This design comes from an exercise in tuning for small area, a short achievable clock period and few clock cycles on the open sky130 flow, not from production work.
Only simulation tests tie the RTL to the original design; equivalence was not proved.

==> wip/quartz: inputs <==
==> flow/design.v (excerpt) <==
module gf_ref_alu (
    input  wire        clk,
    input  wire        rst,
    input  wire        cmd_valid,
    output wire        cmd_ready,
    input  wire [7:0]  cmd_op,
    input  wire [1:0]  cmd_ksel,
    input  wire [31:0] cmd_poly,
    input  wire [63:0] cmd_a,
    input  wire [63:0] cmd_b,
    output wire        rsp_valid,
    input  wire        rsp_ready,
    output wire [3:0]  rsp_cc,
    output wire [63:0] rsp_result
);
Settings: LEC_CHECK=0, CAP_MARGIN=20, CORE_MARGIN=2, CORE_UTILIZATION=45, PLACE_DENSITY=0.6, SETUP_SLACK_MARGIN=4, SLEW_MARGIN=20; clock period 8.0 ns.
run.sh (not shown) runs the stock make flow with config.mk's settings and CLKGATE_MAP_FILE= SYNTH_SCRIPT=/design/flow/synth_recipe.tcl, a recipe that flattens the netlist after the stock synthesis.
==> wip/cedar: changes against wip/quartz <==
--- a/flow/design.v
+++ b/flow/design.v
@@ -115,17 +115,17 @@
     input  wire [63:0] cmd_b,
     output wire        rsp_valid,
     input  wire        rsp_ready,
     output wire [3:0]  rsp_cc,
     output wire [63:0] rsp_result
 );
     localparam D = 8;             
     localparam CW = 3;            
-    localparam S_IDLE = 3'd0, S_MUL = 3'd2, S_INV = 3'd3,
+    localparam S_IDLE = 3'd0, S_RDY = 3'd1, S_MUL = 3'd2, S_INV = 3'd3,
                S_FA = 3'd4, S_FC = 3'd5, S_PSCAN = 3'd6;
     localparam M_B  = 3'd0,       
                M_R  = 3'd1,       
                M_A  = 3'd2,       
                M_SQ = 3'd3,       
                M_MA = 3'd4;       
     reg [2:0]  state;
     reg        eflg;              
@@ -133,17 +133,18 @@
     reg        z0;                
     reg        fz;                
     reg  [4:0] efl;               
     reg        resp;              
     reg        o32, o16, o8, o4;  
     reg        rdy;               
     reg [2:0]  op;                
     reg        k4, k8, k16, k32;  
-    reg [63:0] A, B;
+    reg [63:0] B;
+    reg [63:32] A;               
     reg [31:0] R, X;
     reg        ux, zx, gx;        
     reg [D-1:0] DG;
     reg [D-1:1] MT;
     reg [CW-1:0] cnt;             
     reg [1:0]  dt;                
     reg [2:0]  mode;
     reg        red;
@@ -153,17 +154,17 @@
     reg        w4;                
     reg        fc;                
     reg [5:0]  du, dv;
     wire [31:0] P  = B[63:32];
     wire [32:0] U  = {ux, B[31:0]};
     wire [32:0] V  = {1'b1, A[63:32]};
     wire [32:0] Zn = {zx, R};
     wire [32:0] Gn = {gx, X};
-    assign cmd_ready  = rdy & pv;
+    assign cmd_ready  = rdy;
     assign rsp_valid  = resp;
     assign rsp_result = {A[63:32],
                          ({32{o32}} & R) | ({32{o16}} & {16'd0, R[31:16]}) |
                          ({32{o8}} & {24'd0, R[31:24]}) | ({32{o4}} & {28'd0, R[31:28]})};
     assign rsp_cc     = {1'b0, cc};
     function [31:0] align;        
         input [31:0] v;
         input [1:0]  k;
@@ -203,49 +204,34 @@
     always @(*) begin
         case (cmd_op[2:0])
             3'd3:    c_opnd = c_a_ee;
             3'd4:    c_opnd = c_a_el;
             3'd6:    c_opnd = c_a_el | c_b_ee;
             default: c_opnd = c_a_el | c_b_el;
         endcase
     end
-    reg        pv;
-    reg [2:0]  p_op;
-    reg        p_k4, p_k8, p_k16, p_k32, p_ill, p_err, p_z0;
-    reg [D-1:1] p_mt;
-    wire [2:0] c_op = p_op;
-    wire c_k4 = p_k4, c_k8 = p_k8, c_k16 = p_k16, c_k32 = p_k32;
-    wire c_ill = p_ill, c_err = p_err, c_z0 = p_z0;
+    wire        d_k4 = (cmd_ksel == 2'd0), d_k8 = (cmd_ksel == 2'd1),
+                d_k16 = (cmd_ksel == 2'd2), d_k32 = (cmd_ksel == 2'd3);
+    wire [2:0] c_op = cmd_op[2:0];
+    wire c_k4 = d_k4, c_k8 = d_k8, c_k16 = d_k16, c_k32 = d_k32;
+    wire c_ill = d_ill, c_err = d_err, c_z0 = d_z0;
     wire c_inv = (c_op == 3'd4);
     wire c_ala = (c_op == 3'd1) | c_inv | (c_op == 3'd5) | (c_op == 3'd6);
     wire c_alb = (c_op == 3'd1) | (c_op == 3'd2) | (c_op == 3'd5);
     wire c_euc = c_inv | (c_op == 3'd5);
     wire [31:0] c_al_a = align_h(cmd_a[31:0]);
     wire [31:0] c_al_b = align_h(cmd_b[31:0]);
     wire [31:0] c_al_p = align_h(cmd_poly);
     wire        c_pow  = (c_op == 3'd6);
     wire [31:0] c_b_hi = c_k32 ? cmd_b[63:32] : c_k16 ? {16'd0, cmd_b[31:16]} : {24'd0, cmd_b[15:8]};
     wire [31:0] c_b_lm = ~c_pow ? 32'hFFFFFFFF : c_k32 ? 32'hFFFFFFFF :
                          c_k16 ? 32'h0000FFFF : 32'h000000FF;
-    wire        d_k4 = (cmd_ksel == 2'd0), d_k8 = (cmd_ksel == 2'd1),
-                d_k16 = (cmd_ksel == 2'd2), d_k32 = (cmd_ksel == 2'd3);
     wire        d_err = d_ill | c_p | c_opnd;
     wire        d_z0  = (cmd_op[0] ? cmd_b[31:0] : cmd_a[31:0]) == 32'd0;
-    always @(posedge clk) begin
-        p_op  <= cmd_op[2:0];
-        p_k4  <= d_k4;
-        p_k8  <= d_k8;
-        p_k16 <= d_k16;
-        p_k32 <= d_k32;
-        p_ill <= d_ill;
-        p_err <= d_err;
-        p_z0  <= d_z0;
-        p_mt  <= d_mt;
-    end
     wire [5:0]  kval  = {k32, k16, k8, k4, 2'b00};
     wire [CW-1:0] nde = {1'b0, k32, k32 | k16};                      
     wire [CW-1:0] ndw = {k32, k32 | k16, 1'b1};              
     wire [31:0] one_l = {3'd0, k4, 3'd0, k8, 7'd0, k16, 15'd0, k32};  
     wire [31:0] fmask = {{16{k32}}, {8{k32 | k16}}, {4{~k4}}, 4'hF};
     function [D-1:1] mt_of;
         input [31:0] pl;
         reg [D-1:0] m;
@@ -285,23 +271,25 @@
         begin
             dsel_r = s[c*D +: D];
         end
     endfunction
     wire [63:0] mul_rn;
     gf_serial_mul #(.D(D)) u_mul (
         .red(red), .poly(P), .mt(MT), .r({A[63:32], R}), .x(X), .dg(DG), .rn(mul_rn)
     );
+    wire [31:0] a_in = ({32{k4}}  & {cmd_a[3:0], 28'd0}) | ({32{k8}}  & {cmd_a[7:0], 24'd0}) |
+                       ({32{k16}} & {cmd_a[15:0], 16'd0}) | ({32{k32}} & cmd_a[31:0]);
     reg [D-1:0] dg_next;
     always @(*) begin
         case (mode)
             M_B:     dg_next = dsel_l(B[31:0], k4, dt + 1'b1);
-            M_R:     dg_next = dsel_r(A, cnt - 1'b1);
+            M_R:     dg_next = dsel_r(cmd_a, cnt - 1'b1);
             M_SQ:    dg_next = dsel_l(X, k4, dt + 1'b1);
-            default: dg_next = dsel_l(A[31:0], k4, dt + 1'b1);
+            default: dg_next = dsel_l(a_in, k4, dt + 1'b1);
         endcase
     end
     wire [D-1:0] rn_top = dsel_l(mul_rn[31:0], k4, 2'd0);
     wire        e_fin = fz;
     wire        e_finn, e_top, e_sw;
     wire [4:0]  e_fln;
     wire [32:0] e_un, e_zn;
     wire [5:0]  e_du;
@@ -347,70 +335,65 @@
     endfunction
     wire [32:0] f_sum = padd(Ah, B[31:0], fc);
     wire        f_co  = k32 ? f_sum[32] : k16 ? f_sum[16] : f_sum[8];
     wire x_top  = |{k4 & Ah[3], k8 & Ah[7], k16 & Ah[15], k32 & Ah[31]};
     wire x_next = |{k4 & Ah[2], k8 & Ah[6], k16 & Ah[14], k32 & Ah[30]};
     wire [31:0] e_val  = Ah & fmask;
     wire        e_zero = (e_val == 32'd0) | (e_val == fmask);
     always @(posedge clk) begin
-        pv <= ~rst & cmd_valid & ~(rdy & pv);
         if (rst) begin
             state <= S_IDLE;
             resp  <= 1'b0;
-            rdy   <= 1'b1;
+            rdy   <= 1'b0;
             eflg  <= 1'b0;
-        end else if (resp) begin
-            eflg <= 1'b0;
-            if (rsp_ready) begin
-                resp <= 1'b0;
-                rdy  <= 1'b1;
-            end
-        end else if (eflg) begin
+        end else begin
+          if (resp && rsp_ready) resp <= 1'b0;
+          if (eflg) begin
             eflg     <= 1'b0;
             cc       <= eill ? 3'd1 : 3'd4;
             R        <= 32'd0;
             A[63:32] <= 32'd0;
-            resp     <= 1'b1;
-            state    <= S_IDLE;
-        end else begin
+            rdy      <= 1'b1;
+            state    <= S_RDY;
+          end else begin
             case (state)
                 S_IDLE: begin
-                    if (pv) begin
-                        rdy   <= 1'b0;
+                    if (cmd_valid && (!resp || rsp_ready)) begin
                         op    <= c_op;
                         k4    <= c_k4;
                         k8    <= c_k8;
                         k16   <= c_k16;
                         k32   <= c_k32;
-                        MT    <= p_mt;
-                        A     <= {c_euc ? c_al_p : c_pow ? c_b_hi : cmd_a[63:32],
-                                  c_ala ? c_al_a : cmd_a[31:0]};
+                        MT    <= d_mt;
+                        A[63:32] <= c_euc ? c_al_p : c_pow ? c_b_hi : cmd_a[63:32];
                         B     <= {c_al_p, c_inv ? c_al_a : c_alb ? c_al_b : (cmd_b[31:0] & c_b_lm)};
                         cc    <= 3'd0;
                         R     <= 32'd0;
                         eill  <= c_ill;
                         o32   <= ~((c_op == 3'd1) | (c_op == 3'd3) | (c_op == 3'd5) | (c_op == 3'd6)) | c_k32;
                         o16   <= ((c_op == 3'd1) | (c_op == 3'd3) | (c_op == 3'd5) | (c_op == 3'd6)) & c_k16;
                         o8    <= ((c_op == 3'd1) | (c_op == 3'd3) | (c_op == 3'd5) | (c_op == 3'd6)) & c_k8;
                         o4    <= ((c_op == 3'd1) | (c_op == 3'd3) | (c_op == 3'd5) | (c_op == 3'd6)) & c_k4;
                         z0    <= c_z0;
                         fz    <= 1'b0;
                         efl   <= 5'b01111;
                         begin
                             case (c_op)
                                 3'd0: begin                    
-                                    R    <= cmd_a[31:0] ^ cmd_b[31:0];
-                                    resp <= 1'b1;
+                                    R     <= cmd_a[31:0] ^ cmd_b[31:0];
+                                    rdy   <= ~c_err;
+                                    state <= S_RDY;
                                 end
                                 3'd1, 3'd2: begin              
                                     X     <= c_op[1] ? cmd_a[31:0] : c_al_a;
                                     DG    <= dsel_l(c_al_b, c_k4, 2'd0);
                                     dt    <= 2'd0;
                                     cnt   <= c_nde;
+                                    rdy   <= (c_nde == {CW{1'b0}}) & ~c_err;
                                     mode  <= M_B;
                                     red   <= ~c_op[1];
                                     state <= S_MUL;
                                 end
                                 3'd3: begin                    
                                     X     <= c_one;
                                     DG    <= dsel_r(cmd_a, c_ndw);
                                     cnt   <= c_ndw;
@@ -432,93 +415,110 @@
                                     X     <= c_al_a;
                                     w4    <= 1'b0;
                                     fc    <= 1'b0;
                                     state <= S_FA;
                                 end
                             endcase
                         end
                         eflg <= c_err;
-                        if (c_err) resp <= 1'b0;
                     end
                 end
                 S_MUL: begin
                     R <= mul_rn[31:0];
                     if (!red) A[63:32] <= mul_rn[63:32];
                     if (cnt == {CW{1'b0}}) begin
                         case (mode)
                             M_B, M_R, M_A: begin
                                 if (red) A[63:32] <= 32'd0;
-                                resp  <= 1'b1;
-                                state <= S_IDLE;
+                                if (rdy) begin
+                                    rdy   <= 1'b0;
+                                    resp  <= 1'b1;
+                                    state <= S_IDLE;
+                                end else begin
+                                    rdy   <= 1'b1;
+                                    state <= S_RDY;
+                                end
                             end
                             default: begin
                                 X   <= mul_rn[31:0];
                                 cnt <= nde;
                                 dt  <= 2'd0;
                                 if (mode == M_SQ && pbit) begin
                                     R    <= 32'd0;
-                                    DG   <= dsel_l(A[31:0], k4, 2'd0);
+                                    DG   <= dsel_l(a_in, k4, 2'd0);
                                     mode <= M_MA;
+                                    rdy  <= (nde == {CW{1'b0}}) && (ecnt == 6'd0);
                                 end else if (ecnt == 6'd0) begin
                                     A[63:32] <= 32'd0;
-                                    resp     <= 1'b1;
-                                    state    <= S_IDLE;
+                                    if (rdy) begin
+                                        rdy   <= 1'b0;
+                                        resp  <= 1'b1;
+                                        state <= S_IDLE;
+                                    end else begin
+                                        rdy   <= 1'b1;
+                                        state <= S_RDY;
+                                    end
                                 end else begin
                                     R        <= 32'd0;
                                     DG       <= rn_top;
                                     mode     <= M_SQ;
                                     pbit     <= x_top;
                                     A[63:32] <= Ah << 1;
                                     ecnt     <= ecnt - 1'b1;
+                                    rdy      <= (nde == {CW{1'b0}}) && (ecnt == 6'd1) && !x_top;
                                 end
                             end
                         endcase
                     end else begin
                         DG  <= dg_next;
                         cnt <= cnt - 1'b1;
                         dt  <= dt + 1'b1;
+                        if (cnt == {{(CW-1){1'b0}}, 1'b1} &&
+                            (mode < M_SQ || (ecnt == 6'd0 && (mode == M_MA || !pbit))))
+                            rdy <= 1'b1;
                     end
                 end
                 S_INV: begin
                     if (e_fin) begin
                         A[63:32] <= 32'd0;
                         if (!e_top) begin
                             cc    <= z0 ? 3'd0 : 3'd7;
                             R     <= 32'd0;
-                            resp  <= 1'b1;
-                            state <= S_IDLE;
+                            rdy   <= 1'b1;
+                            state <= S_RDY;
                         end else if (op[0]) begin              
                             X     <= R;
                             R     <= 32'd0;
-                            DG    <= dsel_l(A[31:0], k4, 2'd0);
+                            DG    <= dsel_l(a_in, k4, 2'd0);
                             dt    <= 2'd0;
                             cnt   <= nde;
+                            rdy   <= (nde == {CW{1'b0}});
                             mode  <= M_A;
                             red   <= 1'b1;
                             state <= S_MUL;
                         end else begin
-                            resp  <= 1'b1;
-                            state <= S_IDLE;
+                            rdy   <= 1'b1;
+                            state <= S_RDY;
                         end
                     end else begin
                         {ux, B[31:0]} <= e_un;
                         {zx, R}       <= e_zn;
                         du            <= e_du;
                         fz            <= e_finn;
                         efl           <= e_fln;
                         if (e_sw) begin
                             A[63:32] <= B[31:0];
                             {gx, X}  <= Zn;
                             dv       <= du;
                         end
                         if (e_finn && e_un[32] && !op[0]) begin
                             A[63:32] <= 32'd0;
-                            resp     <= 1'b1;
-                            state    <= S_IDLE;
+                            rdy      <= 1'b1;
+                            state    <= S_RDY;
                         end
                     end
                 end
                 S_FA: begin
                     if (w4) A[63:32] <= {27'd0, f4_sum};
                     else begin
                         A[63:32] <= f_sum[31:0] & f_m;
                         fc       <= f_co;
@@ -538,37 +538,44 @@
                     end
                 end
                 S_PSCAN: begin
                     A[63:32] <= Ah << 1;
                     if (e_zero) begin
                         R        <= 32'd1;
                         {o32, o16, o8, o4} <= 4'b1000;
                         A[63:32] <= 32'd0;
-                        resp     <= 1'b1;
-                        state    <= S_IDLE;
+                        rdy      <= 1'b1;
+                        state    <= S_RDY;
                     end else if (x_top) begin
                         if (ecnt == 6'd0) begin
                             R        <= X;
                             A[63:32] <= 32'd0;
-                            resp     <= 1'b1;
-                            state    <= S_IDLE;
+                            rdy      <= 1'b1;
+                            state    <= S_RDY;
                         end else begin
                             R        <= 32'd0;
-                            DG       <= dsel_l(A[31:0], k4, 2'd0);
+                            DG       <= dsel_l(a_in, k4, 2'd0);
                             dt       <= 2'd0;
                             cnt      <= nde;
                             mode     <= M_SQ;
                             red      <= 1'b1;
                             pbit     <= x_next;
                             A[63:32] <= Ah << 2;
                             ecnt     <= ecnt - 1'b1;
+                            rdy      <= (nde == {CW{1'b0}}) && (ecnt == 6'd1) && !x_next;
                             state    <= S_MUL;
                         end
                     end else begin
                         ecnt <= ecnt - 1'b1;
                     end
                 end
+                S_RDY: begin
+                    rdy   <= 1'b0;
+                    resp  <= 1'b1;
+                    state <= S_IDLE;
+                end
                 default: state <= S_IDLE;
             endcase
+          end
         end
     end
 endmodule
==> wip/maple: changes against wip/quartz <==
--- a/flow/design.v
+++ b/flow/design.v
@@ -115,17 +115,17 @@
     input  wire [63:0] cmd_b,
     output wire        rsp_valid,
     input  wire        rsp_ready,
     output wire [3:0]  rsp_cc,
     output wire [63:0] rsp_result
 );
     localparam D = 8;             
     localparam CW = 3;            
-    localparam S_IDLE = 3'd0, S_MUL = 3'd2, S_INV = 3'd3,
+    localparam S_IDLE = 3'd0, S_RDY = 3'd1, S_MUL = 3'd2, S_INV = 3'd3,
                S_FA = 3'd4, S_FC = 3'd5, S_PSCAN = 3'd6;
     localparam M_B  = 3'd0,       
                M_R  = 3'd1,       
                M_A  = 3'd2,       
                M_SQ = 3'd3,       
                M_MA = 3'd4;       
     reg [2:0]  state;
     reg        eflg;              
@@ -153,17 +153,17 @@
     reg        w4;                
     reg        fc;                
     reg [5:0]  du, dv;
     wire [31:0] P  = B[63:32];
     wire [32:0] U  = {ux, B[31:0]};
     wire [32:0] V  = {1'b1, A[63:32]};
     wire [32:0] Zn = {zx, R};
     wire [32:0] Gn = {gx, X};
-    assign cmd_ready  = rdy & pv;
+    assign cmd_ready  = rdy;
     assign rsp_valid  = resp;
     assign rsp_result = {A[63:32],
                          ({32{o32}} & R) | ({32{o16}} & {16'd0, R[31:16]}) |
                          ({32{o8}} & {24'd0, R[31:24]}) | ({32{o4}} & {28'd0, R[31:28]})};
     assign rsp_cc     = {1'b0, cc};
     function [31:0] align;        
         input [31:0] v;
         input [1:0]  k;
@@ -203,49 +203,34 @@
     always @(*) begin
         case (cmd_op[2:0])
             3'd3:    c_opnd = c_a_ee;
             3'd4:    c_opnd = c_a_el;
             3'd6:    c_opnd = c_a_el | c_b_ee;
             default: c_opnd = c_a_el | c_b_el;
         endcase
     end
-    reg        pv;
-    reg [2:0]  p_op;
-    reg        p_k4, p_k8, p_k16, p_k32, p_ill, p_err, p_z0;
-    reg [D-1:1] p_mt;
-    wire [2:0] c_op = p_op;
-    wire c_k4 = p_k4, c_k8 = p_k8, c_k16 = p_k16, c_k32 = p_k32;
-    wire c_ill = p_ill, c_err = p_err, c_z0 = p_z0;
+    wire        d_k4 = (cmd_ksel == 2'd0), d_k8 = (cmd_ksel == 2'd1),
+                d_k16 = (cmd_ksel == 2'd2), d_k32 = (cmd_ksel == 2'd3);
+    wire [2:0] c_op = cmd_op[2:0];
+    wire c_k4 = d_k4, c_k8 = d_k8, c_k16 = d_k16, c_k32 = d_k32;
+    wire c_ill = d_ill, c_err = d_err, c_z0 = d_z0;
     wire c_inv = (c_op == 3'd4);
     wire c_ala = (c_op == 3'd1) | c_inv | (c_op == 3'd5) | (c_op == 3'd6);
     wire c_alb = (c_op == 3'd1) | (c_op == 3'd2) | (c_op == 3'd5);
     wire c_euc = c_inv | (c_op == 3'd5);
     wire [31:0] c_al_a = align_h(cmd_a[31:0]);
     wire [31:0] c_al_b = align_h(cmd_b[31:0]);
     wire [31:0] c_al_p = align_h(cmd_poly);
     wire        c_pow  = (c_op == 3'd6);
     wire [31:0] c_b_hi = c_k32 ? cmd_b[63:32] : c_k16 ? {16'd0, cmd_b[31:16]} : {24'd0, cmd_b[15:8]};
     wire [31:0] c_b_lm = ~c_pow ? 32'hFFFFFFFF : c_k32 ? 32'hFFFFFFFF :
                          c_k16 ? 32'h0000FFFF : 32'h000000FF;
-    wire        d_k4 = (cmd_ksel == 2'd0), d_k8 = (cmd_ksel == 2'd1),
-                d_k16 = (cmd_ksel == 2'd2), d_k32 = (cmd_ksel == 2'd3);
     wire        d_err = d_ill | c_p | c_opnd;
     wire        d_z0  = (cmd_op[0] ? cmd_b[31:0] : cmd_a[31:0]) == 32'd0;
-    always @(posedge clk) begin
-        p_op  <= cmd_op[2:0];
-        p_k4  <= d_k4;
-        p_k8  <= d_k8;
-        p_k16 <= d_k16;
-        p_k32 <= d_k32;
-        p_ill <= d_ill;
-        p_err <= d_err;
-        p_z0  <= d_z0;
-        p_mt  <= d_mt;
-    end
     wire [5:0]  kval  = {k32, k16, k8, k4, 2'b00};
     wire [CW-1:0] nde = {1'b0, k32, k32 | k16};                      
     wire [CW-1:0] ndw = {k32, k32 | k16, 1'b1};              
     wire [31:0] one_l = {3'd0, k4, 3'd0, k8, 7'd0, k16, 15'd0, k32};  
     wire [31:0] fmask = {{16{k32}}, {8{k32 | k16}}, {4{~k4}}, 4'hF};
     function [D-1:1] mt_of;
         input [31:0] pl;
         reg [D-1:0] m;
@@ -347,70 +332,66 @@
     endfunction
     wire [32:0] f_sum = padd(Ah, B[31:0], fc);
     wire        f_co  = k32 ? f_sum[32] : k16 ? f_sum[16] : f_sum[8];
     wire x_top  = |{k4 & Ah[3], k8 & Ah[7], k16 & Ah[15], k32 & Ah[31]};
     wire x_next = |{k4 & Ah[2], k8 & Ah[6], k16 & Ah[14], k32 & Ah[30]};
     wire [31:0] e_val  = Ah & fmask;
     wire        e_zero = (e_val == 32'd0) | (e_val == fmask);
     always @(posedge clk) begin
-        pv <= ~rst & cmd_valid & ~(rdy & pv);
         if (rst) begin
             state <= S_IDLE;
             resp  <= 1'b0;
-            rdy   <= 1'b1;
+            rdy   <= 1'b0;
             eflg  <= 1'b0;
-        end else if (resp) begin
-            eflg <= 1'b0;
-            if (rsp_ready) begin
-                resp <= 1'b0;
-                rdy  <= 1'b1;
-            end
-        end else if (eflg) begin
+        end else begin
+          if (resp && rsp_ready) resp <= 1'b0;
+          if (eflg) begin
             eflg     <= 1'b0;
             cc       <= eill ? 3'd1 : 3'd4;
             R        <= 32'd0;
             A[63:32] <= 32'd0;
-            resp     <= 1'b1;
-            state    <= S_IDLE;
-        end else begin
+            rdy      <= 1'b1;
+            state    <= S_RDY;
+          end else begin
             case (state)
                 S_IDLE: begin
-                    if (pv) begin
-                        rdy   <= 1'b0;
+                    if (cmd_valid && (!resp || rsp_ready)) begin
                         op    <= c_op;
                         k4    <= c_k4;
                         k8    <= c_k8;
                         k16   <= c_k16;
                         k32   <= c_k32;
-                        MT    <= p_mt;
+                        MT    <= d_mt;
                         A     <= {c_euc ? c_al_p : c_pow ? c_b_hi : cmd_a[63:32],
                                   c_ala ? c_al_a : cmd_a[31:0]};
                         B     <= {c_al_p, c_inv ? c_al_a : c_alb ? c_al_b : (cmd_b[31:0] & c_b_lm)};
                         cc    <= 3'd0;
                         R     <= 32'd0;
                         eill  <= c_ill;
                         o32   <= ~((c_op == 3'd1) | (c_op == 3'd3) | (c_op == 3'd5) | (c_op == 3'd6)) | c_k32;
                         o16   <= ((c_op == 3'd1) | (c_op == 3'd3) | (c_op == 3'd5) | (c_op == 3'd6)) & c_k16;
                         o8    <= ((c_op == 3'd1) | (c_op == 3'd3) | (c_op == 3'd5) | (c_op == 3'd6)) & c_k8;
                         o4    <= ((c_op == 3'd1) | (c_op == 3'd3) | (c_op == 3'd5) | (c_op == 3'd6)) & c_k4;
                         z0    <= c_z0;
                         fz    <= 1'b0;
                         efl   <= 5'b01111;
                         begin
                             case (c_op)
                                 3'd0: begin                    
-                                    R    <= cmd_a[31:0] ^ cmd_b[31:0];
-                                    resp <= 1'b1;
+                                    R     <= cmd_a[31:0] ^ cmd_b[31:0];
+                                    rdy   <= ~c_err;
+                                    state <= S_RDY;
                                 end
                                 3'd1, 3'd2: begin              
                                     X     <= c_op[1] ? cmd_a[31:0] : c_al_a;
                                     DG    <= dsel_l(c_al_b, c_k4, 2'd0);
                                     dt    <= 2'd0;
                                     cnt   <= c_nde;
+                                    rdy   <= (c_nde == {CW{1'b0}}) & ~c_err;
                                     mode  <= M_B;
                                     red   <= ~c_op[1];
                                     state <= S_MUL;
                                 end
                                 3'd3: begin                    
                                     X     <= c_one;
                                     DG    <= dsel_r(cmd_a, c_ndw);
                                     cnt   <= c_ndw;
@@ -432,93 +413,100 @@
                                     X     <= c_al_a;
                                     w4    <= 1'b0;
                                     fc    <= 1'b0;
                                     state <= S_FA;
                                 end
                             endcase
                         end
                         eflg <= c_err;
-                        if (c_err) resp <= 1'b0;
                     end
                 end
                 S_MUL: begin
                     R <= mul_rn[31:0];
                     if (!red) A[63:32] <= mul_rn[63:32];
                     if (cnt == {CW{1'b0}}) begin
                         case (mode)
                             M_B, M_R, M_A: begin
                                 if (red) A[63:32] <= 32'd0;
-                                resp  <= 1'b1;
-                                state <= S_IDLE;
+                                if (rdy) begin
+                                    rdy   <= 1'b0;
+                                    resp  <= 1'b1;
+                                    state <= S_IDLE;
+                                end else begin
+                                    rdy   <= 1'b1;
+                                    state <= S_RDY;
+                                end
                             end
                             default: begin
                                 X   <= mul_rn[31:0];
                                 cnt <= nde;
                                 dt  <= 2'd0;
                                 if (mode == M_SQ && pbit) begin
                                     R    <= 32'd0;
                                     DG   <= dsel_l(A[31:0], k4, 2'd0);
                                     mode <= M_MA;
                                 end else if (ecnt == 6'd0) begin
                                     A[63:32] <= 32'd0;
-                                    resp     <= 1'b1;
-                                    state    <= S_IDLE;
+                                    rdy      <= 1'b1;
+                                    state    <= S_RDY;
                                 end else begin
                                     R        <= 32'd0;
                                     DG       <= rn_top;
                                     mode     <= M_SQ;
                                     pbit     <= x_top;
                                     A[63:32] <= Ah << 1;
                                     ecnt     <= ecnt - 1'b1;
                                 end
                             end
                         endcase
                     end else begin
                         DG  <= dg_next;
                         cnt <= cnt - 1'b1;
                         dt  <= dt + 1'b1;
+                        if (cnt == {{(CW-1){1'b0}}, 1'b1} && mode < M_SQ) rdy <= 1'b1;
                     end
                 end
                 S_INV: begin
                     if (e_fin) begin
                         A[63:32] <= 32'd0;
                         if (!e_top) begin
                             cc    <= z0 ? 3'd0 : 3'd7;
                             R     <= 32'd0;
-                            resp  <= 1'b1;
-                            state <= S_IDLE;
+                            rdy   <= 1'b1;
+                            state <= S_RDY;
                         end else if (op[0]) begin              
                             X     <= R;
                             R     <= 32'd0;
                             DG    <= dsel_l(A[31:0], k4, 2'd0);
                             dt    <= 2'd0;
                             cnt   <= nde;
+                            rdy   <= (nde == {CW{1'b0}});
                             mode  <= M_A;
                             red   <= 1'b1;
                             state <= S_MUL;
                         end else begin
-                            resp  <= 1'b1;
-                            state <= S_IDLE;
+                            rdy   <= 1'b1;
+                            state <= S_RDY;
                         end
                     end else begin
                         {ux, B[31:0]} <= e_un;
                         {zx, R}       <= e_zn;
                         du            <= e_du;
                         fz            <= e_finn;
                         efl           <= e_fln;
                         if (e_sw) begin
                             A[63:32] <= B[31:0];
                             {gx, X}  <= Zn;
                             dv       <= du;
                         end
                         if (e_finn && e_un[32] && !op[0]) begin
                             A[63:32] <= 32'd0;
-                            resp     <= 1'b1;
-                            state    <= S_IDLE;
+                            rdy      <= 1'b1;
+                            state    <= S_RDY;
                         end
                     end
                 end
                 S_FA: begin
                     if (w4) A[63:32] <= {27'd0, f4_sum};
                     else begin
                         A[63:32] <= f_sum[31:0] & f_m;
                         fc       <= f_co;
@@ -538,37 +526,43 @@
                     end
                 end
                 S_PSCAN: begin
                     A[63:32] <= Ah << 1;
                     if (e_zero) begin
                         R        <= 32'd1;
                         {o32, o16, o8, o4} <= 4'b1000;
                         A[63:32] <= 32'd0;
-                        resp     <= 1'b1;
-                        state    <= S_IDLE;
+                        rdy      <= 1'b1;
+                        state    <= S_RDY;
                     end else if (x_top) begin
                         if (ecnt == 6'd0) begin
                             R        <= X;
                             A[63:32] <= 32'd0;
-                            resp     <= 1'b1;
-                            state    <= S_IDLE;
+                            rdy      <= 1'b1;
+                            state    <= S_RDY;
                         end else begin
                             R        <= 32'd0;
                             DG       <= dsel_l(A[31:0], k4, 2'd0);
                             dt       <= 2'd0;
                             cnt      <= nde;
                             mode     <= M_SQ;
                             red      <= 1'b1;
                             pbit     <= x_next;
                             A[63:32] <= Ah << 2;
                             ecnt     <= ecnt - 1'b1;
                             state    <= S_MUL;
                         end
                     end else begin
                         ecnt <= ecnt - 1'b1;
                     end
                 end
+                S_RDY: begin
+                    rdy   <= 1'b0;
+                    resp  <= 1'b1;
+                    state <= S_IDLE;
+                end
                 default: state <= S_IDLE;
             endcase
+          end
         end
     end
 endmodule
==> results by group <==
Outcome
  • Outcome: no timing/DRC/antenna violations

Cells and area
  • Largest regs: A: 64 flops, B: 64 flops
  • FF+latch area: 7930 um2
  • Area of the multi-input gates: 25,300 um2

Floorplanning
  • Core area: 75,600 um2

Worst setup path
  • Required time of the worst setup path: 8420 ps
  • Crit-path max FO: 5

Global routing
  • GRT met3 Usage: 12.7%

Drt
  • Vias: 37,300

CTS
  • # resized after CTS: ~150
  • Htree depth: 2
That was wip/maple.
==> results by group <==
Drt
  • Vias: 38,100
  • WL met1: 63.8 mm

Outcome
  • Outcome: no timing/DRC/antenna violations

Global routing
  • GRT met3 Usage: a little over an eighth

Floorplanning
  • Core area: 74,300 um2

Timing
  • RSZ-0062 raised after global routing: true
  • Clock Skew: 12.9 ps

Worst setup path
  • Required time of the worst setup path: 8540 ps

CTS
  • # resized after CTS: 62
That was wip/cedar.
==> results by group <==
Cells and area
  • Area of the multi-input gates: 24,600 um2
  • Largest regs: A: 64 flops, B: 64 flops
  • FF+latch area: 8300 um2

Global routing
  • GRT met3 Usage: 14.1%

Worst setup path
  • Required time of the worst setup path: about 8300 ps
  • Crit-path max FO: 7

Outcome
  • Outcome: no timing/DRC/antenna violations

CTS
  • Htree depth: 2

Drt
  • Vias: 37,600

Floorplanning
  • Core area: 76,200 um2
That was wip/quartz.
Testbench counts of wip/quartz, summed over its fixed seeds: cycles 46,112.
Testbench counts of wip/cedar, summed over its fixed seeds: cycles 44,464.
Testbench counts of wip/maple, summed over its fixed seeds: cycles 44,907.

## port drivers added, routing unchanged
No port has a modelled driver above. Below, the same layouts with a new extraction and two added sets of constraints. Step 1, drivers: a clkbuf_16 drives clk and a buf_2 each remaining input, both assumed. Step 2 times the ports against the registers' clock, not the clock port: input delays grow and output delays shrink by t, the midpoint of the rising clock arrivals with the driver on. a / b / c = ideal ports / drivers / drivers and shift; a / b = the first two.
run | shift t [ns] | setup slack, ns | pins driven straight from the clock port
wip/quartz | 0.651 | 4.008 / 4.041 / 3.401 | 1
wip/cedar | 0.680 | 3.932 / 3.970 / 3.290 | 1
wip/maple | 0.633 | 3.789 / 3.789 / 3.261 | 1
After both steps setup and hold are still met in every run listed. For wip/cedar, which loses most, drivers alone change the setup slack by +0.038 ns; drivers and shift together by -0.642 ns.
